What follows belongs to an exercise in optimizing a design on an open flow for small area, a short achievable clock period and few clock cycles; a production flow would make more cautious choices.
Where RTL was checked, it was by simulation tests only, not by an equivalence proof against the original.
Only the layout flow was run in runs 3 to 6; the RTL was not checked for function there.
Power and IR drop assume default switching activity.

`config.mk`:
```
export PLATFORM = sky130hd
export DESIGN_NAME = awx_draw
export DESIGN_NICKNAME = awx_draw
export VERILOG_FILES = /design/flow/design.v
export SDC_FILE = /design/flow/constraint.sdc
export NUM_CORES = 4
export LEC_CHECK = 0
export CAP_MARGIN = 20
export CORE_MARGIN = 2
export CORE_UTILIZATION = 40
export PLACE_DENSITY = 0.6
export SLEW_MARGIN = 20
```
`constraint.sdc`:
```
create_clock -name core_clock -period 12.0 [get_ports {clk}]
set_input_delay 2.4000 -clock core_clock [delete_from_list [all_inputs] [get_ports {clk}]]
set_output_delay 2.4000 -clock core_clock [all_outputs]
set_load 0.01 [all_outputs]
```
`design.v`:
```
module awx_draw (
    input  wire        clk,
    input  wire        rst,
    input  wire        cmd_valid,
    output wire        cmd_ready,
    input  wire [63:0] cmd_desc,
    input  wire [1:0]  cfg_orient,
    input  wire [2:0]  flag_clr,
    output wire        tx_valid,
    input  wire        tx_ready,
    output wire        tx_cmd,
    output wire [15:0] tx_data,
    input  wire        tx_idle,
    output reg  [13:0] win_remain,
    output reg  [2:0]  flags         
);
    localparam [3:0] OP_NOP    = 4'h0,
                     OP_SETWIN = 4'h1,
                     OP_PIXEL  = 4'h2,
                     OP_POINT  = 4'h3,
                     OP_FILL   = 4'h4,
                     OP_LINE   = 4'h5,
                     OP_RECT   = 4'h6,
                     OP_CIRCLE = 4'h7;
    localparam [1:0] T_IDLE = 2'd0, T_DEC = 2'd1, T_RUN = 2'd2;
    localparam [3:0] G_IDLE = 4'd0,
                     G_LOUT = 4'd1,    
                     G_LI1  = 4'd2,    
                     G_LI2  = 4'd3,    
                     G_LI3  = 4'd4,    
                     G_LI4  = 4'd5,    
                     G_LCHK = 4'd6,    
                     G_LS1  = 4'd7,    
                     G_LS2  = 4'd8,    
                     G_LS3  = 4'd9,    
                     G_CIRC = 4'd10;
    reg [1:0] tstate;
    reg       rdy;
    assign cmd_ready = rdy;
    reg [3:0]  op;
    reg        zok;                  
    reg [8:0]  fx1, fy1, fx2, fy2;   
    reg [15:0] color;
    reg        o;                    
    always @(posedge clk) begin
        if (rdy) begin
            op    <= cmd_desc[63:60];
            zok   <= (cmd_desc[59:56] == 4'd0) && (cmd_desc[19:16] == 4'd0);
            fx1   <= cmd_desc[55:47];
            fy1   <= cmd_desc[46:38];
            fx2   <= cmd_desc[37:29];
            fy2   <= cmd_desc[28:20];
            color <= cmd_desc[15:0];
            o     <= cfg_orient[1];
        end
    end
    wire zx1 = (fx1 == 9'd0);
    wire zy1 = (fy1 == 9'd0);
    wire zx2 = (fx2 == 9'd0);
    wire zy2 = (fy2 == 9'd0);
    wire zc  = (color == 16'd0);
    wire d_nop    = (op == OP_NOP)    && zok && zx1 && zy1 && zx2 && zy2 && zc;
    wire d_setwin = (op == OP_SETWIN) && zok && zc;
    wire d_pixel  = (op == OP_PIXEL)  && zok && zx1 && zy1 && zx2 && zy2;
    wire d_point  = (op == OP_POINT)  && zok && zx2 && zy2;
    wire d_fill   = (op == OP_FILL)   && zok;
    wire d_line   = (op == OP_LINE)   && zok;
    wire d_rect   = (op == OP_RECT)   && zok;
    wire d_circle = (op == OP_CIRCLE) && zok && zy2;
    wire win_ok = (fx1 <= fx2) && (fx2 < 9'd160) && (fy1 <= fy2) && (fy2 < 9'd80);
    wire ptw     = (op == OP_POINT) || (op == OP_LINE) || (op == OP_RECT) || (op == OP_CIRCLE);
    wire is_fill = (op == OP_FILL);
    wire is_rect = (op == OP_RECT);
    wire is_pt   = (op == OP_POINT);
    reg [3:0]  gst;
    reg [8:0]  r0, r1;           
    reg signed [11:0] e;         
    reg [9:0]  md, nd;           
    reg        sx, sy, xmaj, stepm;
    reg        lfirst;
    reg [1:0]  edge_n;
    reg [2:0]  k;                
    reg        cdec;
    reg        gvalid;
    reg [7:0]  gx, gy;
    reg        gxh, gyh;         
    wire       gon   = !gxh && !(gx[7] && (gx[6] || gx[5])) &&
                       !gyh && !gy[7] && !(gy[6] && (gy[5] || gy[4]));
    wire       gfree = !gvalid || !gon;
    wire       gpt   = gvalid && gon;
    reg        wreq, preq, cnt_act;
    reg        txv, tx_cmd_r, tx_col;
    reg [7:0]  tx_lo;
    reg [2:0]  eseq;
    assign tx_valid = txv;
    assign tx_cmd   = tx_cmd_r;
    assign tx_data  = {tx_col ? color[15:8] : 8'd0, tx_lo};
    wire fire = txv && tx_ready;
    wire sel_b = k[2];
    wire xneg  = k[1];
    wire yneg  = k[0];
    wire k_first = (k == 3'b111);
    wire k_second = (k == 3'b101);
    wire k_last  = (k == 3'b110);
    reg [2:0] k_next;
    always @(*) begin
        case (k)
            3'b111: k_next = 3'b101;
            3'b101: k_next = 3'b010;
            3'b010: k_next = 3'b011;
            3'b011: k_next = 3'b100;
            3'b100: k_next = 3'b001;
            3'b001: k_next = 3'b000;
            3'b000: k_next = 3'b110;
            default: k_next = 3'b111;
        endcase
    end
    reg [10:0] ax, bx, ay, by;
    reg        ix, iy;
    always @(*) begin
        ax = 11'd0; bx = {2'b00, r0}; ix = 1'b0;
        ay = 11'd0; by = {2'b00, r1}; iy = 1'b0;
        case (gst)
            G_LI1: begin
                ax = {2'b00, fx2}; ix = 1'b1;
                ay = {2'b00, fy2}; iy = 1'b1;
            end
            G_LI2: begin
                bx = {md[9], md}; ix = sx;
                by = {nd[9], nd}; iy = sy;
            end
            G_LI3: begin
                ax = {md[9], md}; bx = {nd[9], nd}; ix = 1'b1;
            end
            G_CIRC: begin
                ax = {2'b00, fx1}; bx = {2'b00, sel_b ? r1 : r0}; ix = xneg;
                ay = {2'b00, fy1}; by = {2'b00, sel_b ? r0 : r1}; iy = yneg;
            end
            default: ;
        endcase
    end
    wire [10:0] sx_sum = ax + (bx ^ {11{ix}}) + {10'd0, ix};
    wire [10:0] sy_sum = ay + (by ^ {11{iy}}) + {10'd0, iy};
    reg [11:0] be;
    reg        ie;
    always @(*) begin
        be = {2'b00, md}; ie = 1'b0;
        if (gst == G_LS2 || gst == G_LS3) begin
            be = {2'b00, nd}; ie = 1'b1;
        end else if (gst == G_CIRC) begin
            if (k_first) begin be = {2'b00, r0, 1'b1}; ie = 1'b0; end
            else           begin be = {2'b00, r1, 1'b1}; ie = 1'b1; end
        end
    end
    wire signed [11:0] se = e + $signed(be ^ {12{ie}}) + $signed({11'd0, ie});
    wire dpos = !e[11] && (e != 12'sd0);
    wire cont = (r1 > r0 + {8'd0, dpos});    
    wire fx_end    = (r0 == fx2);
    wire fy_end    = (r1 == fy2);
    wire fill_last = fx_end && fy_end;
    wire lmaj   = is_rect ? !edge_n[0] : xmaj;
    wire at_end = is_pt || (lmaj ? fx_end : fy_end);
    wire last_edge = !is_rect || (edge_n == 2'd3);
    wire win_data  = (op != OP_SETWIN);
    wire tx_last   = (eseq == 3'd7) ? (!is_fill || fill_last)
                                    : ((eseq == 3'd6) && !win_data);
    wire start_src = ptw ? gpt : wreq;
    wire start_win = (tstate == T_RUN) && !txv && tx_idle && start_src;
    wire start_pix = (tstate == T_RUN) && !txv && preq;
    wire [2:0] nseq   = eseq + 3'd1;
    reg  [7:0] csel;
    always @(*) begin
        case (nseq)
            3'd1:    csel = ptw ? gx[7:0] : fx1[7:0];
            3'd2:    csel = ptw ? gx[7:0] : fx2[7:0];
            3'd4:    csel = ptw ? gy[7:0] : fy1[7:0];
            default: csel = ptw ? gy[7:0] : fy2[7:0];
        endcase
    end
    wire       x_part = (nseq == 3'd1) || (nseq == 3'd2);
    wire [7:0] cval   = csel + ((x_part ^ o) ? 8'd26 : 8'd1);
    always @(posedge clk) begin
        if (rst) begin
            txv <= 1'b0;
        end else if (start_win) begin
            txv      <= 1'b1;
            tx_cmd_r <= 1'b1;
            tx_lo    <= 8'h2A;
            tx_col   <= 1'b0;
            eseq     <= 3'd0;
        end else if (start_pix) begin
            txv      <= 1'b1;
            tx_cmd_r <= 1'b0;
            tx_lo    <= color[7:0];
            tx_col   <= 1'b1;
            eseq     <= 3'd7;
        end else if (fire) begin
            case (eseq)
                3'd2: begin
                    tx_cmd_r <= 1'b1;
                    tx_lo    <= 8'h2B;
                    eseq     <= nseq;
                end
                3'd5: begin
                    tx_cmd_r <= 1'b1;
                    tx_lo    <= 8'h2C;
                    eseq     <= nseq;
                end
                3'd6: begin
                    if (win_data) begin
                        tx_cmd_r <= 1'b0;
                        tx_lo    <= color[7:0];
                        tx_col   <= 1'b1;
                        eseq     <= 3'd7;
                    end else begin
                        txv <= 1'b0;
                    end
                end
                3'd7: begin
                    if (tx_last) txv <= 1'b0;
                end
                default: begin
                    tx_cmd_r <= 1'b0;
                    tx_lo    <= cval;
                    eseq     <= nseq;
                end
            endcase
        end
    end
    wire it_en = is_fill ? (fire && eseq == 3'd7) : cnt_act;
    wire gwrite = gfree && ((gst == G_LOUT) || (gst == G_CIRC));
    wire wr_nz = (win_remain != 14'd0);
    wire done_now = (gst == G_IDLE) && !gpt && !wreq && !preq && !cnt_act &&
                    (!txv || (fire && tx_last));
    always @(posedge clk) begin
        if (rst) begin
            tstate     <= T_IDLE;
            rdy        <= 1'b1;
            gst        <= G_IDLE;
            gvalid     <= 1'b0;
            wreq       <= 1'b0;
            preq       <= 1'b0;
            cnt_act    <= 1'b0;
            win_remain <= 14'd0;
            flags      <= 3'd0;
        end else begin
            if (rdy)
                flags <= flags & ~flag_clr;
            if (gvalid && !gon)
                flags[0] <= 1'b1;
            if (gwrite) begin
                gvalid <= 1'b1;
                gx     <= sx_sum[7:0];
                gy     <= sy_sum[7:0];
                gxh    <= (sx_sum[10:8] != 3'd0);
                gyh    <= (sy_sum[10:8] != 3'd0);
            end else if ((fire && eseq == 3'd4 && ptw) || !gon) begin
                gvalid <= 1'b0;
            end
            if (start_win && !ptw)
                wreq <= 1'b0;
            if (start_pix)
                preq <= 1'b0;
            if (start_win) begin
                if (wr_nz) flags[1] <= 1'b1;
                win_remain <= 14'd0;
                if (op == OP_SETWIN) cnt_act <= 1'b1;
            end else if (cnt_act || (fire && eseq == 3'd7 && op == OP_PIXEL && wr_nz)) begin
                win_remain <= win_remain + {{13{!cnt_act}}, 1'b1};
            end else if (fire && eseq == 3'd7 && op == OP_PIXEL) begin
                flags[1] <= 1'b1;
            end
            if (it_en) begin
                if (fx_end) begin
                    r0 <= fx1;
                    r1 <= r1 + 9'd1;
                end else begin
                    r0 <= r0 + 9'd1;
                end
                if (fill_last) cnt_act <= 1'b0;
            end
            case (tstate)
                T_IDLE: if (cmd_valid) begin
                    tstate <= T_DEC;
                    rdy    <= 1'b0;
                end
                T_DEC: begin
                    tstate <= T_IDLE;
                    rdy    <= 1'b1;
                    if (d_nop) begin
                    end else if (d_setwin || d_fill) begin
                        if (win_ok) begin
                            r0     <= fx1;
                            r1     <= fy1;
                            wreq   <= 1'b1;
                            tstate <= T_RUN;
                            rdy    <= 1'b0;
                        end else begin
                            flags[0] <= 1'b1;
                        end
                    end else if (d_pixel) begin
                        preq   <= 1'b1;
                        tstate <= T_RUN;
                        rdy    <= 1'b0;
                    end else if (d_point || d_line || d_rect) begin
                        r0     <= fx1;
                        r1     <= fy1;
                        edge_n <= 2'd0;
                        lfirst <= 1'b1;
                        gst    <= G_LOUT;
                        tstate <= T_RUN;
                        rdy    <= 1'b0;
                    end else if (d_circle) begin
                        r0     <= 9'd0;
                        r1     <= fx2;
                        e      <= 12'sd0;
                        k      <= 3'b111;
                        cdec   <= 1'b0;
                        gst    <= G_CIRC;
                        tstate <= T_RUN;
                        rdy    <= 1'b0;
                    end else begin
                        flags[2] <= 1'b1;
                    end
                end
                T_RUN: if (done_now) begin
                    tstate <= T_IDLE;
                    rdy    <= 1'b1;
                end
                default: begin
                    tstate <= T_IDLE;
                    rdy    <= 1'b1;
                end
            endcase
            case (gst)
                G_LOUT: if (gfree) begin
                    lfirst <= 1'b0;
                    if (is_pt)       gst <= G_IDLE;
                    else if (lfirst) gst <= G_LI1;
                    else             gst <= G_LCHK;
                end
                G_LI1: begin
                    md  <= sx_sum[9:0];
                    nd  <= sy_sum[9:0];
                    sx  <= sx_sum[10];
                    sy  <= sy_sum[10];
                    gst <= G_LI2;
                end
                G_LI2: begin
                    md  <= sx_sum[9:0];
                    nd  <= sy_sum[9:0];
                    gst <= is_rect ? G_LCHK : G_LI3;
                end
                G_LI3: begin
                    xmaj <= !sx_sum[10];
                    gst  <= G_LI4;
                end
                G_LI4: begin
                    if (xmaj) begin
                        md <= nd;
                        nd <= md;
                    end
                    e   <= 12'sd0;
                    gst <= G_LCHK;
                end
                G_LCHK: begin
                    if (at_end) begin
                        if (last_edge) begin
                            gst <= G_IDLE;
                        end else begin
                            edge_n <= edge_n + 2'd1;
                            r0     <= (edge_n == 2'd2) ? fx2 : fx1;
                            r1     <= (edge_n == 2'd1) ? fy2 : fy1;
                            gst    <= G_LOUT;
                        end
                    end else begin
                        stepm <= 1'b0;
                        gst   <= is_rect ? G_LS3 : G_LS1;
                    end
                end
                G_LS1: begin
                    e   <= se;
                    gst <= G_LS2;
                end
                G_LS2: begin
                    stepm <= !se[11];
                    gst <= G_LS3;
                end
                G_LS3: begin
                    if (stepm) e <= se;
                    if (lmaj || stepm) r0 <= sx ? r0 - 9'd1 : r0 + 9'd1;
                    if (!lmaj || stepm) r1 <= sy ? r1 - 9'd1 : r1 + 9'd1;
                    gst <= G_LOUT;
                end
                G_CIRC: if (gfree) begin
                    k <= k_next;
                    if (k_first || (k_second && cdec))
                        e <= se;
                    if (k_last) begin
                        cdec <= dpos;
                        r0   <= r0 + 9'd1;
                        if (dpos) r1 <= r1 - 9'd1;
                        if (!cont) gst <= G_IDLE;
                    end
                end
                default: ;
            endcase
        end
    end
endmodule
```
`flow/run.sh`:
```
#!/bin/bash
set -euo pipefail
bash standard.sh finish SETUP_SLACK_MARGIN=8 \
    "BUFFER_PORTS_ARGS=-buffer_cell sky130_fd_sc_hd__buf_4" > make_flow.log 2>&1
```
`standard.sh`:
```
#!/bin/bash
# synth_recipe.tcl (not shown) runs the flow's synth.tcl, then flattens the netlist and writes it again
# the make line also repeats each setting of config.mk as NAME=value (left out here)
make -C /OpenROAD-flow-scripts/flow DESIGN_CONFIG=/design/flow/config.mk WORK_HOME=/design/flow/orfs CLKGATE_MAP_FILE= SYNTH_SCRIPT=/design/flow/synth_recipe.tcl "${@:-finish}"
```
==> results of run 1 <==
[per-stage QoR]
step                total power [uW]   util  setup WS [ns]  hold slack [ns]  std cells
floorplan                       1700      -           8.04            0.461       1561
global placement                1980  0.440           7.07            0.462       2054
detailed placement              2010  0.440           7.06            0.463       2054
CTS                             2570  0.459           7.98            0.475       2093
global route                    2770  0.469           7.97            0.496       2122
finish                          2620  0.469           8.19            0.466       2122
[per-layer routing]
layer  track usage  part of all wire  vias to the layer above
met5             0                 0                        -
met4        0.0880             0.030                        0
met3        0.0550              0.10                       79
met2         0.381              0.44                      634
met1         0.352              0.43                     6056
li1              -                 -                     6030
[repair_timing]
action / 4_1_cts / 5_1_grt
pin swaps: 1 / 7
setup buffers: 5 / 28
cloned: 2 / 0
resized for setup: 25 / 29
setup endpoints to repair: 63 / 63
endpoints found under the hold margin: 0 / 0
[power breakdown]
part / internal, uW / switching, uW / total, uW
sequential: 819 / 115 / 934
clock: 271 / 275 / 546
combinational: 492 / 643 / 1130
[cell type report]
type	instances	area share
multi-input cells	1229	0.525
flip-flops and latches	179	0.315
repair buffers	160	0.0753
well taps	455	0.0352
clock buffers	18	0.0265
inverters	67	0.0155
clock inverters	14	0.00750
[cell families after synthesis]
| kind of cell | share of synthesized area |
|---|---|
| simple gates | 0.191 |
| xor+xnor | 0.0665 |
| compound gates | 0.209 |
| buf+inv | 0.0433 |
| flops | 0.364 |
| mux | 0.0411 |
| fa+ha+maj | 0.0842 |
[worst min path at each step]
stage          startpoint   endpoint  slack, ns  cells after the start
2_1_floorplan   tstate[0]  tstate[0]       0.46                      1
3_3_place_gp     flags[1]   flags[1]       0.46                      2
3_5_place_dp     flags[1]   flags[1]       0.46                      2
4_1_cts          flags[1]   flags[1]       0.47                      2
5_1_grt          flags[1]   flags[1]       0.50                      2
6_report         flags[1]   flags[1]       0.47                      2
[flip-flops by register name, summed over array words and instances (netlist names), 3 cells and up]
register / cells
gy: 8
gx: 8
flags: 3
tx_lo: 8
fy1: 9
md: 10
r1: 9
r0: 9
op: 4
fx2: 9
eseq: 3
e: 12
k: 3
fy2: 9
fx1: 9
win_remain: 14
gst: 4
nd: 10
color: 16
[synthesized netlist by cell type, drive strengths merged (24+ instances only)]
cell / n
edfxtp: 150
nor3: 43
ha: 85
nor2b: 24
clkbuf: 59
o221ai: 26
buf: 28
nand2: 166
nor2: 138
nand3: 40
xor2: 39
a222oi: 26
mux2i: 34
xnor2: 67
o21ai: 77
inv: 66
dfxtp: 29
a21oi: 125
[worst max-delay path, stage by stage]
cell and delay (ns):
buf_4 0.08, nand2_1 0.07, nor2_2 0.39, clkinv_1 0.44
nand2_2 0.41, nor3_1 0.09, mux2i_1 0.14, o21ai_0 0.09
[placed cells by master, fill, tap and decap left out, drive strengths merged, types with 39 or more instances in the layout]
cell type  synthesis  layout
xor2              39      39
a21oi            125     125
edfxtp           150     150
o21ai             77      77
ha                85      85
inv               66      72
nor3              43      43
nor2             138     138
xnor2             67      67
nand3             40      40
buf               28     158
nand2            166     166
==> impl_metrics.py, run 1 <==
metrics = {
    "setup_path": {
        "cp_max_fo": 16,
        "r2r-end": "r1[2]",
        "reg2reg_from": "op[3]",
        "crit_type": "input port to register",
        "cp.arrival_ns": 4.14,
        "cp-endpoint": "win_remain[12]",
        "r2r_slack_ns": 8.23,
        "cp-startpoint": "tx_idle",
        "worstSetupEndpointType": "register",
        "r2r_cells": 9,
        "cp.required_ns": 12.33,
        "critPathLaunchType": "input port",
    },
    "timing": {
        "setup_viol": 0,
        "finClkSkew_ns": 0.0141,
        "timing.final.crit_period_ns": 3.81,
        "fin_tns_setup_ns": 0,
        "post-route-period-util": 0.318,
        "finalHoldViolCount": 0,
        "slew_headroom": 0.209,
        "slew_violations": 0,
        "rsz0062_at_grt": "yes",
        "tightestPinTransition_ns": 1.17,
        "fmax_ghz": 0.262,
    },
    "synthesis": {
        "avgSynthCellArea_um2": 8.94,
        "yosysSeqAreaShare": 0.364,
        "syn_nets": 1725,
        "synth-edff-count": 150,
        "synth_area_mm2": 0.0140,
        "ys.warnings.count": 1,
        "yosysTopAreaCellShare": 0.323,
        "ys.flop_type": "edfxtp_1",
        "async_flop_share": 0,
        "synth_cell_type_count": 85,
        "synthCells": 1561,
        "ys_ff_latch": 179,
        "synth_top_area_cell": "edfxtp_1",
        "yosys-top-cells-area": "edfxtp_1 (32%), ha_1 (7.6%), a21oi_1 (4.5%)",
    },
    "flow_run": {
        "cap_violations": 0,
    },
    "grt": {
        "grt_max_degree": 64,
        "grt_first_pass_wirelength_mm": 69.6,
        "grt_pass1_vias": 12000,
        "antenna_found_initial": 0,
        "grt_overflow": 0,
        "grt_util_all_layers": 0.251,
    },
    "clock_tree": {
        "clock_path_buffers": 2,
        "clk_latency_ns": 0.45,
        "cts-root-buf": "clkbuf_16",
        "clk_pin_slew_ns": 0.08,
        "cts_buffers": 17,
        "holdBufCountCts": 0,
        "cts_tree": "built",
        "htreeDepth": 4,
        "cts.sinks": 179,
    },
    "placement": {
        "portBuffers": 108,
        "gp_congestion": 0.903,
        "dp_hpwl_mm": 32.8,
        "placed_cell_area_mm2": 0.0151,
    },
    "floorplan": {
        "dieWidth_um": 191,
        "ioPinCount": 110,
        "dieHeight_um": 191,
        "core-area_mm2": 0.0345,
        "die-area_mm2": 0.0364,
        "row_count": 68,
        "start_util": 0.405,
    },
    "power_and_ir_drop": {
        "peakVddDrop_mv": 0.114,
        "p_per_area_mw_per_mm2": 162,
        "leakage_uw": 0.00643,
    },
    "cells_and_area": {
        "areaGrowthSynthToFinish_pct": 16.0,
        "nFillCells": 3304,
        "drive_gt1_frac": 0.163,
        "nNetsFinal": 1818,
        "seq_area_mm2": 0.00509,
        "antenna_cells": 0,
        "multi_input_area_mm2": 0.00849,
        "design_area_mm2": 0.0162,
    },
    "routing": {
        "drt_iter0_drc": 1516,
        "ant_nets": 0,
        "routedWlPerCell_um": 21.8,
        "vias": 12800,
        "remaining_drc_errors": 0,
        "firstDrtPassIters": 9,
        "wirelength_mm": 46.3,
        "via_per_inst": 6.03,
    },
    "outcome": {
        "outcome": "finished clean",
    },
    "worst_hold_path": {
        "min_path_type": "register to register",
    },
}
Testbench counts, summed over its fixed seeds: cycles 348,010.
==> inputs of run 2 (changes only) <==
==> flow/run.sh (replaced) <==
#!/bin/bash
set -euo pipefail
bash standard.sh finish SETUP_SLACK_MARGIN=8.5 CORE_UTILIZATION=55 PLACE_DENSITY=0.7 \
    "BUFFER_PORTS_ARGS=-buffer_cell sky130_fd_sc_hd__buf_1" > make_flow.log 2>&1
==> run 2 against run 1 <==
Via count increased by 9.9%. Setup slack improved by 0.18 ns. Sequential power decreased by 1%. Synthesized cell count unchanged. Die area decreased by 27%. Largest power group unchanged.
==> impl_metrics.py, run 2 <==
metrics = {
    "floorplan": {
        "core-area_mm2": 0.0250,
        "dieHeight_um": 163,
        "die-area_mm2": 0.0267,
        "row_count": 58,
        "start_util": 0.557,
        "ioPinCount": 110,
        "dieWidth_um": 163,
    },
    "clock_tree": {
        "htreeDepth": 4,
        "cts-root-buf": "clkbuf_16",
        "cts_tree": "built",
        "clk_latency_ns": 0.45,
        "clock_path_buffers": 2,
        "cts.sinks": 179,
        "cts_buffers": 17,
        "holdBufCountCts": 0,
        "clk_pin_slew_ns": 0.09,
    },
    "cells_and_area": {
        "top_regs": "color x16, win_remain x14, e x12",
        "drive_gt1_frac": 0.199,
        "final_common_cell": "nand2_1",
        "nFillCells": 1982,
        "nNetsFinal": 1909,
        "mostFrequentLayoutCells": "nand2_1 (157), edfxtp_1 (150), nor2_1 (128), buf_4 (114), a21oi_1 (109)",
        "stdcell_count": 2089,
        "multi_input_area_mm2": 0.00911,
        "areaGrowthSynthToFinish_pct": 23.5,
        "largest_register_ffs": 16,
        "regMostFlops": "color",
        "seq_area_mm2": 0.00511,
    },
    "power_and_ir_drop": {
        "internal-power_uw": 1780,
        "p_comb_frac": 0.489,
        "leakage_uw": 0.00672,
        "p_sw_frac": 0.404,
        "p_per_area_mw_per_mm2": 174,
        "p_seq_frac": 0.309,
        "p_clk_frac": 0.202,
        "peakVddDrop_mv": 0.262,
        "p_sw_uw": 1210,
    },
    "synthesis": {
        "avgSynthCellArea_um2": 8.94,
        "synth.most_common_cell": "nand2_1",
        "synth_common_cells": "nand2_1 (166), edfxtp_1 (150), nor2_1 (136), a21oi_1 (125), ha_1 (85)",
        "ys_ff_latch": 179,
        "yosys-top-cells-area": "edfxtp_1 (32%), ha_1 (7.6%), a21oi_1 (4.5%)",
        "syn_nets": 1725,
        "synth_top_area_cell": "edfxtp_1",
        "yosysTopAreaCellShare": 0.323,
        "synth_xor_area_frac": 0.0665,
        "synth_area_mm2": 0.0140,
        "yosysSeqAreaShare": 0.364,
        "synth-edff-count": 150,
        "synth_cell_type_count": 85,
        "synth_top_family_by_area": "compound AO/OA/AOI/OAI gates",
        "async_flop_share": 0,
        "synthMuxAreaShare": 0.0411,
        "ys.flop_type": "edfxtp_1",
        "yosys.area_share.simple": 0.191,
        "synth_compound_area_frac": 0.209,
        "ys.warnings.count": 1,
        "synth_fa_ha_area_frac": 0.0842,
        "synthCells": 1561,
    },
    "timing": {
        "setup_viol": 0,
        "post-route-period-util": 0.303,
        "slew_violations": 0,
        "fmax_ghz": 0.275,
        "tightestPinTransition_ns": 0.952,
        "slew_headroom": 0.356,
        "timing.final.crit_period_ns": 3.63,
        "worst_hold_slack_ns": 0.475,
        "fin_tns_setup_ns": 0,
        "setup_ws_ns": 8.37,
        "finalHoldViolCount": 0,
        "finClkSkew_ns": 0.0199,
        "rsz0062_at_grt": "yes",
    },
    "routing": {
        "remaining_drc_errors": 0,
        "wirelength_mm": 50.2,
        "drt_iter0_drc": 2199,
        "routedWlPerCell_um": 24.0,
        "firstDrtPassIters": 8,
        "via_per_inst": 6.73,
        "ant_nets": 0,
        "vias": 14100,
    },
    "flow_run": {
        "cap_violations": 0,
    },
    "placement": {
        "dp_hpwl_mm": 31.4,
        "pre_cts_slack_ns": 6.84,
        "gp_congestion": 0.989,
        "portBuffers": 108,
        "dp.cells": 1924,
    },
    "grt": {
        "antenna_found_initial": 1,
        "grt_first_pass_wirelength_mm": 72.5,
        "grt_pass1_vias": 12700,
        "use_met3": 0.0879,
        "use_met1": 0.482,
        "grt_overflow": 0,
        "grt_max_degree": 33,
        "grtUsageMet2": 0.546,
        "grt_util_all_layers": 0.360,
        "busiest_layer": "met2",
    },
    "setup_path": {
        "worst-path-stages": 2,
        "r2r_slack_ns": 8.37,
        "cp-startpoint": "tx_col",
        "cp-endpoint": "tx_data[11]",
        "critPathLaunchType": "register",
        "crit_type": "register to output pin",
        "r2r_cells": 17,
        "crit_buf_inv": 1,
        "cp.arrival_ns": 1.23,
        "critPathSlowestCell": "edfxtp_1",
        "worstPathCellList": "and2_1 > clkbuf_2",
        "cp.required_ns": 9.60,
        "critical_path.top_delay_family": "flip-flops",
        "slowest_delay_ns": 0.48,
        "reg2reg_from": "gst[3]",
        "cp_max_fo": 8,
        "worstSetupEndpointType": "output pin",
        "r2r-end": "sx",
    },
    "outcome": {
        "outcome": "finished clean",
    },
    "worst_hold_path": {
        "min_path_type": "register to register",
    },
}
-- run 2: cell counts after synthesis --
No cell type changed its count.
-- run 2: layout make-up --
cell class / instances / area share
well taps: 330 / 0.0240
flip-flops and latches: 179 / 0.297
inverters: 67 / 0.0149
clock buffers: 17 / 0.0247
diodes: 1 / 0.000145
clock inverters: 15 / 0.0115
repair inverters: 2 / 0.000872
multi-input cells: 1231 / 0.529
repair buffers: 247 / 0.0986
-- run 2: worst reg2reg max path, cell delays in order, from the launching register on --
cell	delay, ns
dfxtp_2	0.34
buf_12	0.13
nor4bb_4	0.15
buf_6	0.13
and2_4	0.19
a222oi_1	0.31
nand2_1	0.16
xnor2_2	0.19
inv_2	0.07
fa_2	0.41
nor2b_2	0.15
o21ai_2	0.08
a21oi_2	0.18
o21ai_2	0.09
a21boi_2	0.19
o21ai_2	0.09
a21bo_2	0.26
a31o_4	0.26
-- run 2: metrics by stage --
| step | cell area (um2) | util | power (uW) |
|---|---|---|---|
| 3_3_place_gp | 14700 | 0.586 | 1980 |
| 3_5_place_dp | 14700 | 0.586 | 2010 |
| 4_1_cts | 16300 | 0.651 | 2730 |
| 6_report | 17200 | 0.688 | 2990 |
| 5_1_grt | 17200 | 0.688 | 3130 |
| 2_1_floorplan | 14100 | - | 1710 |
-- run 2: logic make-up (layout without fill, tap and decap cells) --
logic type | after synthesis | in the layout
xor+xnor | 106 | 106
fa+ha+maj | 91 | 91
other cells | 0 | 1
buf+inv | 154 | 348
compound gates | 426 | 428
flops | 179 | 179
mux | 54 | 54
simple gates | 551 | 552
-- run 2: power groups by stage --
stage	clock network (uW)	registers (uW)	logic (uW)
after floorplan	0	872	842
after detailed placement	0	943	1070
final	606	925	1460
after global routing	632	926	1570
after global placement	0	943	1040
after CTS	609	918	1210
-- run 2: how the worst min path moves through the flow --
stage | startpoint | to | slack (ns) | cells after the start
global placement | flags[1] | flags[1] | 0.45 | 2
CTS | flags[1] | flags[1] | 0.48 | 2
detailed placement | flags[1] | flags[1] | 0.46 | 2
floorplan | tstate[0] | tstate[0] | 0.46 | 1
global route | flags[1] | flags[1] | 0.50 | 2
finish | flags[1] | flags[1] | 0.47 | 2
-- run 2: what timing repair did --
action                                  4_1_cts  5_1_grt
resized for setup                           101       94
buffers inserted                             61       60
pin swaps                                    39       65
gates cloned                                  9        2
endpoints found under the setup margin      156       80
-- run 2: metal layers --
| metal | share of wire | vias to the layer above |
|---|---|---|
| li1 | - | 6212 |
| met1 | 0.38 | 6546 |
| met2 | 0.43 | 1018 |
| met3 | 0.13 | 289 |
| met4 | 0.062 | 0 |
| met5 | 0 | - |
==> inputs of run 3 (changes only) <==
--- a/design.v
+++ b/design.v
@@ -34,5 +34,6 @@
                      G_LS2  = 4'd8,    
                      G_LS3  = 4'd9,    
-                     G_CIRC = 4'd10;
+                     G_CIRC = 4'd10,
+                     G_WCHK = 4'd11;   
     reg [1:0] tstate;
     reg       rdy;
@@ -68,5 +69,4 @@
     wire d_rect   = (op == OP_RECT)   && zok;
     wire d_circle = (op == OP_CIRCLE) && zok && zy2;
-    wire win_ok = (fx1 <= fx2) && (fx2 < 9'd160) && (fy1 <= fy2) && (fy2 < 9'd80);
     wire ptw     = (op == OP_POINT) || (op == OP_LINE) || (op == OP_RECT) || (op == OP_CIRCLE);
     wire is_fill = (op == OP_FILL);
@@ -122,5 +122,5 @@
         ay = 11'd0; by = {2'b00, r1}; iy = 1'b0;
         case (gst)
-            G_LI1: begin
+            G_LI1, G_WCHK: begin
                 ax = {2'b00, fx2}; ix = 1'b1;
                 ay = {2'b00, fy2}; iy = 1'b1;
@@ -142,18 +142,15 @@
     wire [10:0] sx_sum = ax + (bx ^ {11{ix}}) + {10'd0, ix};
     wire [10:0] sy_sum = ay + (by ^ {11{iy}}) + {10'd0, iy};
-    reg [11:0] be;
-    reg        ie;
-    always @(*) begin
-        be = {2'b00, md}; ie = 1'b0;
-        if (gst == G_LS2 || gst == G_LS3) begin
-            be = {2'b00, nd}; ie = 1'b1;
-        end else if (gst == G_CIRC) begin
-            if (k_first) begin be = {2'b00, r0, 1'b1}; ie = 1'b0; end
-            else           begin be = {2'b00, r1, 1'b1}; ie = 1'b1; end
-        end
-    end
+    wire       ie = (gst == G_LS2) || (gst == G_LS3) || ((gst == G_CIRC) && !k_first);
+    wire [11:0] be = {2'b00, ie ? nd : md};
     wire signed [11:0] se = e + $signed(be ^ {12{ie}}) + $signed({11'd0, ie});
+    wire win_ok = !sx_sum[10] && (fx2 < 9'd160) && !sy_sum[10] && (fy2 < 9'd80);
     wire dpos = !e[11] && (e != 12'sd0);
-    wire cont = (r1 > r0 + {8'd0, dpos});    
+    wire [9:0] cgap = {1'b0, r1} - {1'b0, r0};
+    wire cont = !cgap[9] && ((cgap[8:1] != 8'd0) || (cgap[0] && !dpos));    
+    wire       r0_down = (gst == G_LS3) && sx;
+    wire       r1_down = ((gst == G_LS3) && sy) || (gst == G_CIRC);
+    wire [8:0] r0_step = r0 + {{8{r0_down}}, 1'b1};
+    wire [8:0] r1_step = r1 + {{8{r1_down}}, 1'b1};
     wire fx_end    = (r0 == fx2);
     wire fy_end    = (r1 == fy2);
@@ -274,7 +271,7 @@
                 if (fx_end) begin
                     r0 <= fx1;
-                    r1 <= r1 + 9'd1;
+                    r1 <= r1_step;
                 end else begin
-                    r0 <= r0 + 9'd1;
+                    r0 <= r0_step;
                 end
                 if (fill_last) cnt_act <= 1'b0;
@@ -290,13 +287,9 @@
                     if (d_nop) begin
                     end else if (d_setwin || d_fill) begin
-                        if (win_ok) begin
-                            r0     <= fx1;
-                            r1     <= fy1;
-                            wreq   <= 1'b1;
-                            tstate <= T_RUN;
-                            rdy    <= 1'b0;
-                        end else begin
-                            flags[0] <= 1'b1;
-                        end
+                        r0     <= fx1;
+                        r1     <= fy1;
+                        gst    <= G_WCHK;
+                        tstate <= T_RUN;
+                        rdy    <= 1'b0;
                     end else if (d_pixel) begin
                         preq   <= 1'b1;
@@ -314,4 +307,6 @@
                         r0     <= 9'd0;
                         r1     <= fx2;
+                        md     <= 10'd1;
+                        nd     <= {fx2, 1'b1};
                         e      <= 12'sd0;
                         k      <= 3'b111;
@@ -379,4 +374,9 @@
                     end
                 end
+                G_WCHK: begin
+                    if (win_ok) wreq <= 1'b1;
+                    else flags[0] <= 1'b1;
+                    gst <= G_IDLE;
+                end
                 G_LS1: begin
                     e   <= se;
@@ -389,6 +389,6 @@
                 G_LS3: begin
                     if (stepm) e <= se;
-                    if (lmaj || stepm) r0 <= sx ? r0 - 9'd1 : r0 + 9'd1;
-                    if (!lmaj || stepm) r1 <= sy ? r1 - 9'd1 : r1 + 9'd1;
+                    if (lmaj || stepm) r0 <= r0_step;
+                    if (!lmaj || stepm) r1 <= r1_step;
                     gst <= G_LOUT;
                 end
@@ -399,6 +399,10 @@
                     if (k_last) begin
                         cdec <= dpos;
-                        r0   <= r0 + 9'd1;
-                        if (dpos) r1 <= r1 - 9'd1;
+                        r0   <= r0_step;
+                        md   <= {r0_step, 1'b1};
+                        if (dpos) begin
+                            r1 <= r1_step;
+                            nd <= {r1_step, 1'b1};
+                        end
                         if (!cont) gst <= G_IDLE;
                     end
==> flow/run.sh (replaced) <==
#!/bin/bash
set -euo pipefail
bash standard.sh finish SETUP_SLACK_MARGIN=8 \
    "BUFFER_PORTS_ARGS=-buffer_cell sky130_fd_sc_hd__buf_4" > make_flow.log 2>&1
==> run 3 against run 2 <==
Still clean on timing, DRC and antenna. Global-route usage decreased by 7.7 points. Synthesized area fell by 1.7%. Register-to-register slack worse by 0.29 ns. Critical path type is now register to register.
==> impl_metrics.py, run 3 <==
metrics = {
    "routing": {
        "wirelength_mm": 51.1,
        "drt_iter0_drc": 1480,
        "vias": 12900,
        "routedWlPerCell_um": 24.9,
        "ant_nets": 0,
        "remaining_drc_errors": 0,
        "firstDrtPassIters": 9,
        "via_per_inst": 6.30,
    },
    "clock_tree": {
        "cts_tree": "built",
        "clk_pin_slew_ns": 0.08,
        "cts.sinks": 179,
        "clock_path_buffers": 2,
        "clk_latency_ns": 0.47,
        "cts_buffers": 17,
        "cts-root-buf": "clkbuf_16",
        "htreeDepth": 4,
    },
    "cells_and_area": {
        "nNetsFinal": 1754,
        "areaGrowthSynthToFinish_pct": 17.3,
        "mostFrequentLayoutCells": "buf_4 (156), edfxtp_1 (150), nand2_1 (138), nor2_1 (115), a21oi_1 (86)",
        "regMostFlops": "color",
        "antenna_cells": 0,
        "seq_area_mm2": 0.00510,
        "top_regs": "color x16, win_remain x14, e x12",
        "multi_input_area_mm2": 0.00835,
        "final_common_cell": "buf_4",
        "largest_register_ffs": 16,
        "post-route-util": 0.479,
        "drive_gt1_frac": 0.165,
        "nFillCells": 3224,
    },
    "placement": {
        "pre_cts_slack_ns": 7.02,
        "portBuffers": 108,
        "gp_congestion": 1.00,
        "dp_hpwl_mm": 37.6,
    },
    "setup_path": {
        "slowest_delay_ns": 0.91,
        "r2r_cells": 9,
        "critPathSlowestCell": "edfxtp_1",
        "critical_path.top_delay_family": "compound AO/OA/AOI/OAI gates",
        "critPathLaunchType": "register",
        "cp.required_ns": 12.33,
        "worstSetupEndpointType": "register",
        "r2r-end": "r1[0]",
        "worstPathCellList": "clkinv_1 > mux2i_1 > nor4_2 > o21ai_1 > buf_4 > a221o_1 > o221ai_1 > o21ai_1 > a21o_1",
        "crit_type": "register to register",
        "cp.arrival_ns": 4.25,
        "r2r_slack_ns": 8.08,
        "crit_buf_inv": 2,
        "reg2reg_from": "xmaj",
        "cp_max_fo": 21,
        "cp_common_cell": "o21ai_1",
    },
    "floorplan": {
        "start_util": 0.408,
        "core-area_mm2": 0.0336,
        "dieWidth_um": 189,
        "ioPinCount": 110,
        "die-area_mm2": 0.0358,
        "row_count": 67,
        "dieHeight_um": 189,
    },
    "timing": {
        "worst_hold_slack_ns": 0.483,
        "slew_headroom": 0.212,
        "post-route-period-util": 0.327,
        "timing.final.crit_period_ns": 3.92,
        "tightestPinTransition_ns": 1.18,
        "finClkSkew_ns": 0.0157,
        "fin_tns_setup_ns": 0,
        "setup_ws_ns": 8.08,
        "setup_viol": 0,
        "fmax_ghz": 0.255,
        "slew_violations": 0,
        "rsz0062_at_grt": "no",
        "finalHoldViolCount": 0,
    },
    "synthesis": {
        "synth-edff-count": 150,
        "ys_ff_latch": 179,
        "yosysTopAreaCellShare": 0.328,
        "synth_common_cells": "edfxtp_1 (150), nand2_1 (140), nor2_1 (116), a21oi_1 (92), ha_1 (78)",
        "avgSynthCellArea_um2": 9.19,
        "syn_nets": 1652,
        "async_flop_share": 0,
        "ys.warnings.count": 1,
        "synth.most_common_cell": "edfxtp_1",
        "synth_top_area_cell": "edfxtp_1",
        "synthCells": 1492,
        "yosys-top-cells-area": "edfxtp_1 (33%), ha_1 (7.1%), xnor2_1 (4.3%)",
        "yosysSeqAreaShare": 0.371,
        "synth_area_mm2": 0.0137,
        "ys.flop_type": "edfxtp_1",
        "synth_cell_type_count": 90,
    },
    "grt": {
        "grt_util_all_layers": 0.283,
        "grt_overflow": 0,
        "grt_max_degree": 63,
        "grt_first_pass_wirelength_mm": 75.8,
        "grt_pass1_vias": 12100,
        "antenna_found_initial": 0,
    },
    "worst_hold_path": {
        "hp-start": "tstate[0]",
        "hold-path-cell-count": 1,
        "min_path_type": "register to register",
        "min_to": "tstate[0]",
    },
    "outcome": {
        "outcome": "finished clean",
    },
    "power_and_ir_drop": {
        "leakage_uw": 0.00651,
        "p_per_area_mw_per_mm2": 100,
        "peakVddDrop_mv": 0.107,
    },
    "flow_run": {
        "cap_violations": 0,
    },
}
run 3: cell count changes after synthesis, sizes merged, moves of 14 or more:
cell,delta
a21oi,-32
nand2,-26
nor2,-21
a221oi,+19
mux2,-18
a222oi,-14
a22o,+14
run 3: worst reg2reg max path, stage by stage, from the launching register on:
cell      delay [ns]
edfxtp_1        0.91
clkinv_1        0.67
mux2i_1         0.53
nor4_2          0.16
o21ai_1         0.15
buf_4           0.32
a221o_1         0.51
o221ai_1        0.25
o21ai_1         0.18
a21o_1          0.13
run 3: metrics by stage:
step / area (um2) / total power [uW] / instances
floorplan: 13800 / 909 / 1492
global placement: 14900 / 1000 / 1989
detailed placement: 14900 / 1010 / 1989
CTS: 15800 / 1600 / 2031
global route: 16100 / 1660 / 2054
finish: 16100 / 1610 / 2054
run 3: routing by layer:
layer / vias up / global-route usage / wire (um)
li1: 5867 / - / -
met1: 6247 / 0.389 / 21800
met2: 701 / 0.425 / 22300
met3: 125 / 0.0615 / 4690
met4: 0 / 0.130 / 2330
met5: - / 0 / 0
run 3: area by class of cell:
class	instances	area share
multi-input cells	1171	0.519
flip-flops and latches	179	0.317
repair buffers	160	0.0767
well taps	448	0.0348
clock buffers	17	0.0264
inverters	65	0.0156
clock inverters	14	0.0108
run 3: power breakdown:
part	internal (uW)	switching (uW)	total, uW	leakage [uW]
sequential	711	66.9	778	0.00170
combinational	107	126	233	0.00452
clock	330	268	598	0.000294
total	1150	461	1610	0.00651
run 3: repair_timing:
item                       in CTS  in global routing
setup endpoints to repair      54                 39
buffers inserted               11                 23
gates resized for setup        41                 41
hold buffers                    0                  0
pin swaps                       5                 14
run 3: cell families (layout without fill, tap and decap cells):
| kind of cell | Yosys count | count (layout) | share of synthesized area |
|---|---|---|---|
| AOI/OAI and AO/OA | 458 | 458 | 0.235 |
| muxes | 46 | 46 | 0.0340 |
| buffers and inverters | 142 | 256 | 0.0414 |
| xor gates and xnor gates | 100 | 100 | 0.0638 |
| DFF | 179 | 179 | 0.371 |
| and+or+nand+nor | 480 | 480 | 0.171 |
| adders and majority gates | 87 | 87 | 0.0835 |
run 3: worst max path at each step:
| stage | from | endpoint | slack, ns | cells after the start |
|---|---|---|---|---|
| after floorplan | rst | sx | 8.00 | 3 |
| after CTS | gst[0] | r1[6] | 7.84 | 14 |
| after global placement | tx_ready | r0[7] | 7.02 | 11 |
| after global routing | gst[3] | wreq | 7.95 | 18 |
| after detailed placement | tx_ready | r0[7] | 7.02 | 11 |
| final | xmaj | r1[0] | 8.08 | 9 |
==> inputs of run 4 (changes only) <==
==> flow/run.sh (replaced) <==
#!/bin/bash
set -euo pipefail
bash standard.sh finish SETUP_SLACK_MARGIN=8 \
    "BUFFER_PORTS_ARGS=-buffer_cell sky130_fd_sc_hd__buf_1" > make_flow.log 2>&1
==> run 4 against run 3 <==
Highest routed layer unchanged. Critical endpoint is now r0[0]. Utilization down 0.10 points. Synthesized area unchanged. Critical path depth unchanged. Sequential power about the same. Largest cell class unchanged. Critical path type unchanged.
==> impl_metrics.py, run 4 <==
metrics = {
    "outcome": {
        "outcome": "finished clean",
    },
    "cells_and_area": {
        "multi_input_area_mm2": 0.00845,
        "drive_gt1_frac": 0.122,
        "nNetsFinal": 1779,
        "largest_register_ffs": 16,
        "mostFrequentLayoutCells": "edfxtp_1 (150), nand2_1 (137), nor2_1 (115), buf_1 (108), a21oi_1 (84)",
        "final_common_cell": "edfxtp_1",
        "regMostFlops": "color",
        "seq_area_mm2": 0.00509,
        "top_regs": "color x16, win_remain x14, e x12",
        "nFillCells": 3204,
        "areaGrowthSynthToFinish_pct": 17.1,
        "design_area_mm2": 0.0161,
    },
    "placement": {
        "dp_hpwl_mm": 37.1,
        "portBuffers": 108,
        "gp_congestion": 1.01,
        "placed_cell_area_mm2": 0.0146,
    },
    "timing": {
        "fmax_ghz": 0.251,
        "rsz0062_at_grt": "yes",
        "tightestPinTransition_ns": 1.13,
        "finClkSkew_ns": 0.0171,
        "finalHoldViolCount": 0,
        "slew_headroom": 0.245,
        "worst_hold_slack_ns": 0.480,
        "timing.final.crit_period_ns": 3.99,
        "setup_viol": 0,
        "slew_violations": 0,
        "post-route-period-util": 0.332,
        "fin_tns_setup_ns": 0,
    },
    "synthesis": {
        "yosys-top-cells-area": "edfxtp_1 (33%), ha_1 (7.1%), xnor2_1 (4.3%)",
        "ys.warnings.count": 1,
        "synth_common_cells": "edfxtp_1 (150), nand2_1 (140), nor2_1 (116), a21oi_1 (92), ha_1 (78)",
        "synth_area_mm2": 0.0137,
        "yosysTopAreaCellShare": 0.328,
        "ys_ff_latch": 179,
        "syn_nets": 1652,
        "avgSynthCellArea_um2": 9.19,
        "ys.flop_type": "edfxtp_1",
        "yosysSeqAreaShare": 0.371,
        "synth-edff-count": 150,
        "synth_cell_type_count": 90,
        "synth_top_area_cell": "edfxtp_1",
        "async_flop_share": 0,
        "synthCells": 1492,
        "synth.most_common_cell": "edfxtp_1",
    },
    "floorplan": {
        "die-area_mm2": 0.0358,
        "ioPinCount": 110,
        "dieWidth_um": 189,
        "start_util": 0.408,
        "core-area_mm2": 0.0336,
        "dieHeight_um": 189,
        "row_count": 67,
    },
    "grt": {
        "grt_first_pass_wirelength_mm": 75.0,
        "antenna_found_initial": 3,
        "grt_pass1_vias": 12100,
        "grt_max_degree": 64,
        "grt_overflow": 0,
        "grt_util_all_layers": 0.280,
    },
    "routing": {
        "via_per_inst": 6.28,
        "vias": 13100,
        "drt_iter0_drc": 1585,
        "ant_nets": 0,
        "firstDrtPassIters": 8,
        "wirelength_mm": 51.4,
        "routedWlPerCell_um": 24.7,
        "remaining_drc_errors": 0,
    },
    "setup_path": {
        "r2r_cells": 9,
        "worstSetupEndpointType": "register",
        "cp.required_ns": 12.21,
        "critPathLaunchType": "register",
        "crit_type": "register to register",
        "cp_max_fo": 12,
        "reg2reg_from": "fx2[7]",
        "r2r_slack_ns": 8.01,
        "cp.arrival_ns": 4.20,
        "r2r-end": "r0[0]",
    },
    "clock_tree": {
        "cts_tree": "built",
        "cts-root-buf": "clkbuf_16",
        "clk_latency_ns": 0.47,
        "cts_buffers": 17,
        "cts.sinks": 179,
        "htreeDepth": 4,
        "clock_path_buffers": 2,
        "clk_pin_slew_ns": 0.08,
        "holdBufCountCts": 0,
    },
    "power_and_ir_drop": {
        "p_per_area_mw_per_mm2": 97.0,
        "peakVddDrop_mv": 0.107,
        "leakage_uw": 0.00625,
    },
    "flow_run": {
        "cap_violations": 0,
    },
    "worst_hold_path": {
        "min_path_type": "register to register",
        "min_to": "tstate[0]",
        "hp-start": "tstate[0]",
        "hold-path-cell-count": 1,
    },
}
-- run 4: cell types whose count changed in the layout (fill, tap and decap cells not counted), sizes merged --
cell      delta
buf         +21
clkinvlp     +4
bufinv       -3
clkbuf       +3
diode        +2
clkinv       +1
inv          -1
nor2         +1
-- run 4: metrics by stage --
| step | utilization | total power (uW) | instances | setup slack, ns |
|---|---|---|---|---|
| floorplan | - | 909 | 1492 | 8.00 |
| global route | 0.478 | 1610 | 2080 | 7.95 |
| CTS | 0.461 | 1550 | 2045 | 7.83 |
| finish | 0.478 | 1560 | 2082 | 8.01 |
| detailed placement | 0.433 | 999 | 1994 | 6.97 |
| global placement | 0.433 | 994 | 1994 | 6.96 |
-- run 4: report_power, final --
group          leakage (uW)  internal (uW)  switching, uW
clock network      0.000267            274            279
logic               0.00428           98.6            129
registers           0.00170            711           66.3
-- run 4: worst max path at each step --
stage                   from     to  slack, ns  depth (start not counted)
floorplan                rst     sx       8.00                          3
global placement    tx_ready  r0[7]       6.96                         11
detailed placement  tx_ready  r0[7]       6.97                         11
CTS                   gst[2]  nd[8]       7.83                         17
global route          gst[2]  md[8]       7.95                         20
finish                fx2[7]  r0[0]       8.01                          9
-- run 4: cell families after synthesis --
logic type	Yosys count	share of synthesized area
adder cells (fa/ha/maj)	87	0.0835
multiplexers	46	0.0340
AO/OA/AOI/OAI	458	0.235
AND/OR/NAND/NOR	480	0.171
flip-flops	179	0.371
buffers and inverters	142	0.0414
XOR/XNOR	100	0.0638
-- run 4: what timing repair did --
item,4_1_cts,5_1_grt
gates cloned,0,4
setup endpoints to repair,51,38
resized for setup,45,65
pin swaps,10,24
buffers inserted,19,31
-- run 4: per-layer routing --
metal | vias up | routed length (um) | track usage
li1 | 5920 | - | -
met1 | 6246 | 20500 | 0.370
met2 | 769 | 22700 | 0.427
met3 | 143 | 5610 | 0.0701
met4 | 0 | 2590 | 0.139
met5 | - | 0 | 0
-- run 4: layout make-up --
cell class,instances,share of cell area
clock inverter,15,0.00919
inverter,65,0.0158
clock buffer,17,0.0265
multi-input combinational,1172,0.526
antenna,2,0.000312
timing repair buffer,184,0.0701
sequential,179,0.317
tap,448,0.0349
-- run 4: critical path: stages, from the launching register on --
cell,delay (ns)
edfxtp_1,0.66
nor4_1,0.32
nand3_1,0.28
nor4_1,0.90
a21o_1,0.37
inv_2,0.08
nand2_1,0.52
o21ai_0,0.24
a22oi_1,0.26
o21bai_1,0.08
==> inputs of run 5 (changes only) <==
==> flow/run.sh (replaced) <==
#!/bin/bash
set -euo pipefail
bash standard.sh finish SETUP_SLACK_MARGIN=8 CTS_CLUSTER_SIZE=40 CTS_CLUSTER_DIAMETER=150 \
    "BUFFER_PORTS_ARGS=-buffer_cell sky130_fd_sc_hd__buf_1" > make_flow.log 2>&1
==> run 5 against run 4 <==
Still clean on timing, DRC and antenna. Power unchanged. Via count did not move. First-iteration DRC count unchanged. Critical path depth unchanged. Largest cell class unchanged. Highest routed layer unchanged.
==> impl_metrics.py, run 5 <==
metrics = {
    "synthesis": {
        "synth_top_area_cell": "edfxtp_1",
        "synth_area_mm2": 0.0137,
        "synth.most_common_cell": "edfxtp_1",
        "yosysTopAreaCellShare": 0.328,
        "ys.warnings.count": 1,
        "async_flop_share": 0,
        "yosys-top-cells-area": "edfxtp_1 (33%), ha_1 (7.1%), xnor2_1 (4.3%)",
        "syn_nets": 1652,
        "ys_ff_latch": 179,
        "synth_cell_type_count": 90,
        "synth_common_cells": "edfxtp_1 (150), nand2_1 (140), nor2_1 (116), a21oi_1 (92), ha_1 (78)",
        "ys.flop_type": "edfxtp_1",
        "synth-edff-count": 150,
        "synthCells": 1492,
        "avgSynthCellArea_um2": 9.19,
        "yosysSeqAreaShare": 0.371,
    },
    "placement": {
        "portBuffers": 108,
        "dp_hpwl_mm": 37.1,
        "pre_cts_slack_ns": 6.97,
        "gp_congestion": 1.01,
    },
    "cells_and_area": {
        "top_regs": "color x16, win_remain x14, e x12",
        "final_common_cell": "edfxtp_1",
        "largest_register_ffs": 16,
        "nNetsFinal": 1779,
        "areaGrowthSynthToFinish_pct": 17.1,
        "seq_area_mm2": 0.00509,
        "multi_input_area_mm2": 0.00845,
        "regMostFlops": "color",
        "mostFrequentLayoutCells": "edfxtp_1 (150), nand2_1 (137), nor2_1 (115), buf_1 (108), a21oi_1 (84)",
        "post-route-util": 0.478,
        "drive_gt1_frac": 0.122,
        "nFillCells": 3204,
    },
    "routing": {
        "firstDrtPassIters": 8,
        "remaining_drc_errors": 0,
        "routedWlPerCell_um": 24.7,
        "vias": 13100,
        "via_per_inst": 6.28,
        "drt_iter0_drc": 1585,
        "ant_nets": 0,
        "wirelength_mm": 51.4,
    },
    "setup_path": {
        "cp_max_fo": 12,
        "cp.arrival_ns": 4.20,
        "crit_type": "register to register",
        "cp-startpoint": "fx2[7]",
        "worstSetupEndpointType": "register",
        "critPathLaunchType": "register",
        "reg2reg_from": "fx2[7]",
        "cp.required_ns": 12.21,
    },
    "timing": {
        "tightestPinTransition_ns": 1.13,
        "finClkSkew_ns": 0.0171,
        "fmax_ghz": 0.251,
        "slew_violations": 0,
        "fin_tns_setup_ns": 0,
        "setup_ws_ns": 8.01,
        "setup_viol": 0,
        "timing.final.crit_period_ns": 3.99,
        "finalHoldViolCount": 0,
        "post-route-period-util": 0.332,
        "slew_headroom": 0.245,
        "rsz0062_at_grt": "yes",
    },
    "grt": {
        "grt_max_degree": 64,
        "grt_first_pass_wirelength_mm": 75.0,
        "grt_overflow": 0,
        "antenna_found_initial": 3,
        "grt_pass1_vias": 12100,
        "grt_util_all_layers": 0.280,
    },
    "worst_hold_path": {
        "hp-start": "tstate[0]",
        "min_path_type": "register to register",
    },
    "clock_tree": {
        "htreeDepth": 4,
        "cts-root-buf": "clkbuf_16",
        "clk_latency_ns": 0.47,
        "cts_tree": "built",
        "clk_pin_slew_ns": 0.08,
        "cts_buffers": 17,
        "cts.sinks": 179,
        "clock_path_buffers": 2,
    },
    "floorplan": {
        "row_count": 67,
        "die-area_mm2": 0.0358,
        "dieWidth_um": 189,
        "ioPinCount": 110,
        "dieHeight_um": 189,
        "core-area_mm2": 0.0336,
        "start_util": 0.408,
    },
    "power_and_ir_drop": {
        "p_per_area_mw_per_mm2": 97.0,
        "leakage_uw": 0.00625,
        "peakVddDrop_mv": 0.107,
    },
    "flow_run": {
        "cap_violations": 0,
    },
    "outcome": {
        "outcome": "finished clean",
    },
}
-- run 5: report_power, final --
group	internal, uW	total [uW]	switching [uW]
combinational	98.6	228	129
clock	274	553	279
sequential	711	777	66.3
total	1080	1560	474
-- run 5: cell families (layout without fill, tap and decap cells) --
kind of cell               Yosys count  in the layout  synth area share
and+or+nand+nor                    480            481             0.171
AOI/OAI and AO/OA                  458            458             0.235
DFF                                179            179             0.371
buffers and inverters              142            281            0.0414
xor gates and xnor gates           100            100            0.0638
adders and majority gates           87             87            0.0835
muxes                               46             46            0.0340
other                                0              2                 0
-- run 5: timing repair --
action,in CTS,in global routing
hold buffers,0,0
pin swaps,10,24
setup buffers,19,31
setup endpoints to repair,51,38
cloned,0,4
resized for setup,45,65
-- run 5: per-stage QoR --
step / hold slack [ns] / area [um2] / total power (uW) / instances
2_1_floorplan: 0.444 / 13800 / 909 / 1492
3_3_place_gp: 0.469 / 14600 / 994 / 1994
3_5_place_dp: 0.467 / 14600 / 999 / 1994
4_1_cts: 0.479 / 15500 / 1550 / 2045
5_1_grt: 0.504 / 16100 / 1610 / 2080
6_report: 0.480 / 16100 / 1560 / 2082
-- run 5: area by class of cell --
class | count | area share
multi-input cells | 1172 | 0.526
flip-flops and latches | 179 | 0.317
repair buffers | 184 | 0.0701
well taps | 448 | 0.0349
clock buffers | 17 | 0.0265
inverters | 65 | 0.0158
clock inverters | 15 | 0.00919
diodes | 2 | 0.000312
-- run 5: per-layer routing --
| metal | up-vias | global-route usage | routed length [um] |
|---|---|---|---|
| met5 | - | 0 | 0 |
| met4 | 0 | 0.139 | 2590 |
| met3 | 143 | 0.0701 | 5610 |
| met2 | 769 | 0.427 | 22700 |
| met1 | 6246 | 0.370 | 20500 |
| li1 | 5920 | - | - |
-- run 5: worst paths after layout --
kind | end | slack (ns) | depth (start not counted)
max | r0[0] | 8.01 | 9
min | tstate[0] | 0.48 | 1
max reg2reg | r0[0] | 8.01 | 9
min reg2reg | tstate[0] | 0.48 | 1
-- run 5: critical path, stage by stage (launching register included) --
cell	delay, ns
edfxtp_1	0.66
nor4_1	0.32
nand3_1	0.28
nor4_1	0.90
a21o_1	0.37
inv_2	0.08
nand2_1	0.52
o21ai_0	0.24
a22oi_1	0.26
o21bai_1	0.08
==> inputs of run 6 (changes only) <==
--- a/design.v
+++ b/design.v
@@ -142,6 +142,15 @@
     wire [10:0] sx_sum = ax + (bx ^ {11{ix}}) + {10'd0, ix};
     wire [10:0] sy_sum = ay + (by ^ {11{iy}}) + {10'd0, iy};
-    wire       ie = (gst == G_LS2) || (gst == G_LS3) || ((gst == G_CIRC) && !k_first);
-    wire [11:0] be = {2'b00, ie ? nd : md};
+    reg [11:0] be;
+    reg        ie;
+    always @(*) begin
+        be = {2'b00, md}; ie = 1'b0;
+        if (gst == G_LS2 || gst == G_LS3) begin
+            be = {2'b00, nd}; ie = 1'b1;
+        end else if (gst == G_CIRC) begin
+            if (k_first) begin be = {2'b00, r0, 1'b1}; ie = 1'b0; end
+            else           begin be = {2'b00, r1, 1'b1}; ie = 1'b1; end
+        end
+    end
     wire signed [11:0] se = e + $signed(be ^ {12{ie}}) + $signed({11'd0, ie});
     wire win_ok = !sx_sum[10] && (fx2 < 9'd160) && !sy_sum[10] && (fy2 < 9'd80);
@@ -307,6 +316,4 @@
                         r0     <= 9'd0;
                         r1     <= fx2;
-                        md     <= 10'd1;
-                        nd     <= {fx2, 1'b1};
                         e      <= 12'sd0;
                         k      <= 3'b111;
@@ -400,9 +407,5 @@
                         cdec <= dpos;
                         r0   <= r0_step;
-                        md   <= {r0_step, 1'b1};
-                        if (dpos) begin
-                            r1 <= r1_step;
-                            nd <= {r1_step, 1'b1};
-                        end
+                        if (dpos) r1 <= r1_step;
                         if (!cont) gst <= G_IDLE;
                     end
==> flow/run.sh (replaced) <==
#!/bin/bash
set -euo pipefail
bash standard.sh finish SETUP_SLACK_MARGIN=8 \
    "BUFFER_PORTS_ARGS=-buffer_cell sky130_fd_sc_hd__buf_4" > make_flow.log 2>&1
==> run 6 against run 5 <==
Final cell count fell by 1.4%. Maximum frequency rose by 1.5%. Synthesized area shrank 1.4%. Non-clock buffer count shrank 35. Sequential cell count unchanged. Routed wire length fell by 12%. Count of clock-buffer cells in the layout rose by 1. Clock skew is 0.0054 ns lower. Cell area fell by 1.7%. Global-route usage fell by 3.2 points. Sequential share of layout area increased by 0.54 points. Combinational power rose to 4.8 times the previous value.
==> impl_metrics.py, run 6 <==
metrics = {
    "synthesis": {
        "yosys-top-cells-area": "edfxtp_1 (33%), ha_1 (7.3%), nand2_1 (4.4%)",
        "synth_area_mm2": 0.0135,
        "synth_common_cells": "nand2_1 (158), edfxtp_1 (150), nor2_1 (138), a21oi_1 (115), ha_1 (79)",
        "synth_cell_type_count": 89,
        "synth-edff-count": 150,
        "avgSynthCellArea_um2": 9.01,
        "synth_top_family_by_area": "compound AO/OA/AOI/OAI gates",
        "synth_xor_area_frac": 0.0609,
        "synthMuxAreaShare": 0.0341,
        "yosysSeqAreaShare": 0.376,
        "async_flop_share": 0,
        "synth_top_area_cell": "edfxtp_1",
        "yosys.area_share.simple": 0.174,
        "synthCells": 1500,
        "syn_nets": 1661,
        "synth.most_common_cell": "nand2_1",
        "yosysTopAreaCellShare": 0.333,
        "ys_ff_latch": 179,
        "synth_compound_area_frac": 0.228,
        "ys.flop_type": "edfxtp_1",
        "synth_fa_ha_area_frac": 0.0857,
        "ys.warnings.count": 1,
    },
    "power_and_ir_drop": {
        "p_per_area_mw_per_mm2": 165,
        "finalPower_uw": 2610,
        "leakage_uw": 0.00617,
        "peakVddDrop_mv": 0.177,
    },
    "cells_and_area": {
        "areaGrowthSynthToFinish_pct": 16.7,
        "regMostFlops": "color",
        "antenna_cells": 0,
        "largest_register_ffs": 16,
        "final_common_cell": "nand2_1",
        "nNetsFinal": 1752,
        "stdcell_count": 2052,
        "post-route-util": 0.472,
        "drive_gt1_frac": 0.151,
        "mostFrequentLayoutCells": "nand2_1 (157), edfxtp_1 (150), buf_4 (144), nor2_1 (136), a21oi_1 (111)",
        "top_regs": "color x16, win_remain x14, e x12",
    },
    "setup_path": {
        "crit_buf_inv": 1,
        "cp_common_cell": "a21boi_2",
        "cp_max_fo": 9,
        "cp.required_ns": 12.39,
        "r2r_cells": 16,
        "reg2reg_from": "gst[3]",
        "worstPathCellList": "inv_1 > ha_4 > and2_1 > a211o_1 > o211ai_1 > mux2_2 > fa_1 > nor2b_1 > o21ai_1 > a21boi_2 > o21ai_2 > a21boi_2 > o31a_1 > a2bb2oi_4 > nand4_1 > a21oi_1",
        "critPathLaunchType": "register",
        "crit_type": "register to register",
        "critPathSlowestCell": "fa_1",
        "r2r_slack_ns": 8.07,
        "critical_path.top_delay_family": "compound AO/OA/AOI/OAI gates",
        "r2r-end": "wreq",
        "slowest_delay_ns": 0.46,
        "cp.arrival_ns": 4.32,
        "worstSetupEndpointType": "register",
    },
    "grt": {
        "grt_max_degree": 63,
        "grt_overflow": 0,
        "antenna_found_initial": 0,
        "busiest_layer": "met2",
        "grt_util_all_layers": 0.249,
        "grtUsageMet2": 0.389,
        "use_met1": 0.349,
        "grt_first_pass_wirelength_mm": 67.2,
        "grt_pass1_vias": 11300,
        "use_met3": 0.0494,
    },
    "placement": {
        "dp_hpwl_mm": 32.1,
        "gp_congestion": 0.914,
        "portBuffers": 108,
        "dp.cells": 1999,
    },
    "timing": {
        "fin_tns_setup_ns": 0,
        "slew_headroom": 0.329,
        "rsz0062_at_grt": "yes",
        "finClkSkew_ns": 0.0116,
        "fmax_ghz": 0.255,
        "tightestPinTransition_ns": 1.00,
        "timing.final.crit_period_ns": 3.93,
        "post-route-period-util": 0.327,
        "setup_viol": 0,
        "slew_violations": 0,
        "finalHoldViolCount": 0,
    },
    "clock_tree": {
        "cts-root-buf": "clkbuf_16",
        "cts.sinks": 179,
        "cts_tree": "built",
        "clock_path_buffers": 2,
        "clk_pin_slew_ns": 0.07,
        "holdBufCountCts": 0,
        "htreeDepth": 4,
        "clk_latency_ns": 0.46,
        "cts_buffers": 17,
    },
    "worst_hold_path": {
        "hp-start": "flags[1]",
        "hold-path-cell-count": 2,
        "min_path_type": "register to register",
        "min_to": "flags[1]",
    },
    "floorplan": {
        "dieHeight_um": 188,
        "die-area_mm2": 0.0353,
        "row_count": 67,
        "start_util": 0.404,
        "dieWidth_um": 188,
        "core-area_mm2": 0.0334,
        "ioPinCount": 110,
    },
    "routing": {
        "via_per_inst": 6.01,
        "remaining_drc_errors": 0,
        "routedWlPerCell_um": 21.9,
        "wirelength_mm": 45.0,
        "firstDrtPassIters": 7,
        "ant_nets": 0,
        "drt_iter0_drc": 1371,
        "vias": 12300,
    },
    "flow_run": {
        "cap_violations": 0,
    },
    "outcome": {
        "outcome": "finished clean",
    },
}
run 6: cell types whose count changed in the layout (fill, tap and decap cells not counted), moves of 10 or more:
cell | previous run | this run
a221oi_1 | 19 | 7
o21ai_1 | 17 | 36
a21oi_1 | 84 | 111
nand2_1 | 137 | 157
o21ai_0 | 69 | 52
buf_1 | 108 | 0
inv_1 | 56 | 66
a22o_1 | 34 | 18
buf_4 | 62 | 144
o211ai_1 | 12 | 22
o22ai_1 | 9 | 25
nor2_1 | 115 | 136
run 6: cell type report:
type / instances / area, um2
fillers: 3193 / 17700
clock buffers: 18 / 429
well taps: 448 / 561
clock inverters: 14 / 176
repair buffers: 149 / 1160
flip-flops and latches: 179 / 5090
multi-input cells: 1175 / 8110
inverters: 69 / 259
run 6: worst min-delay path: cells and delay by family (launching register included):
family,cells,cell delay [ns]
simple gates,1,0.06
compound gates,1,0.05
flops,1,0.32
run 6: worst max path at each step:
stage	startpoint	cells past startpoint	endpoint	slack, ns
after floorplan	gst[2]	20	flags[0]	8.00
after global placement	gst[2]	18	wreq	7.00
after detailed placement	gst[2]	18	wreq	6.98
after CTS	gst[2]	16	e[11]	8.00
after global routing	gst[3]	16	wreq	7.93
final	gst[3]	16	wreq	8.07
run 6: cells by family (layout without fill, tap and decap cells):
family / after synthesis / after routing
and+or+nand+nor: 493 / 493
AOI/OAI and AO/OA: 455 / 455
DFF: 179 / 179
buffers and inverters: 146 / 250
xor gates and xnor gates: 94 / 94
adders and majority gates: 88 / 88
muxes: 45 / 45
run 6: metal layers:
layer	part of all wire	wire, um
met1	0.43	19400
met4	0.024	1070
met2	0.45	20300
met5	0	0
met3	0.094	4220
run 6: metrics by stage:
stage / setup slack [ns] / instance area, um2 / hold slack (ns)
4_1_cts: 8.00 / 15600 / 0.481
3_3_place_gp: 7.00 / 14800 / 0.470
5_1_grt: 7.93 / 15800 / 0.495
2_1_floorplan: 8.00 / 13500 / 0.461
6_report: 8.07 / 15800 / 0.472
3_5_place_dp: 6.98 / 14800 / 0.470
run 6: timing repair:
item                       CTS  global route
cloned                       0             1
buffers inserted             7            13
gates resized for setup     36            23
pin swaps                    5            16
setup endpoints to repair   35            43
run 6: power breakdown:
group	switching, uW	internal, uW
Clock	270	331
Combinational	627	470
Sequential	100	813
Total	998	1610

[port drivers added, routing unchanged]
In the flow no input, the clock included, has a driving cell. The finished layouts below were timed again as built, in two steps.
Step 1: set_driving_cell puts a clkbuf_16 on clk and a buf_2 on each other input, an assumption about the parent block.
Step 2 also shifts input and output timing later by t, the mid clock arrival at the registers, as if the neighbouring blocks saw the same clock.
a / b / c = no drivers / after step 1 / after step 2; a / b = the first two.
run	t (ns)	setup slack, ns	worst hold slack (ns)	clock arrival spread, ns
run 1	0.499	8.189 / 8.202 / 7.703	0.466 / 0.466 / 0.466	0.014 / 0.014
run 2	0.497	8.365 / 8.313 / 7.870	0.475 / 0.475 / 0.475	0.020 / 0.020
run 3	0.507	8.080 / 8.080 / 7.637	0.483 / 0.483 / 0.483	0.016 / 0.016
run 4	0.506	8.015 / 8.015 / 7.567	0.480 / 0.480 / 0.480	0.017 / 0.017
run 5	0.506	8.015 / 8.015 / 7.567	0.480 / 0.480 / 0.480	0.017 / 0.017
run 6	0.510	8.074 / 8.074 / 7.595	0.472 / 0.472 / 0.472	0.012 / 0.011
After both steps setup and hold are still met in every run listed. The setup slack of run 2, which loses most, moves by -0.052 ns with the drivers and by -0.495 ns with both steps.
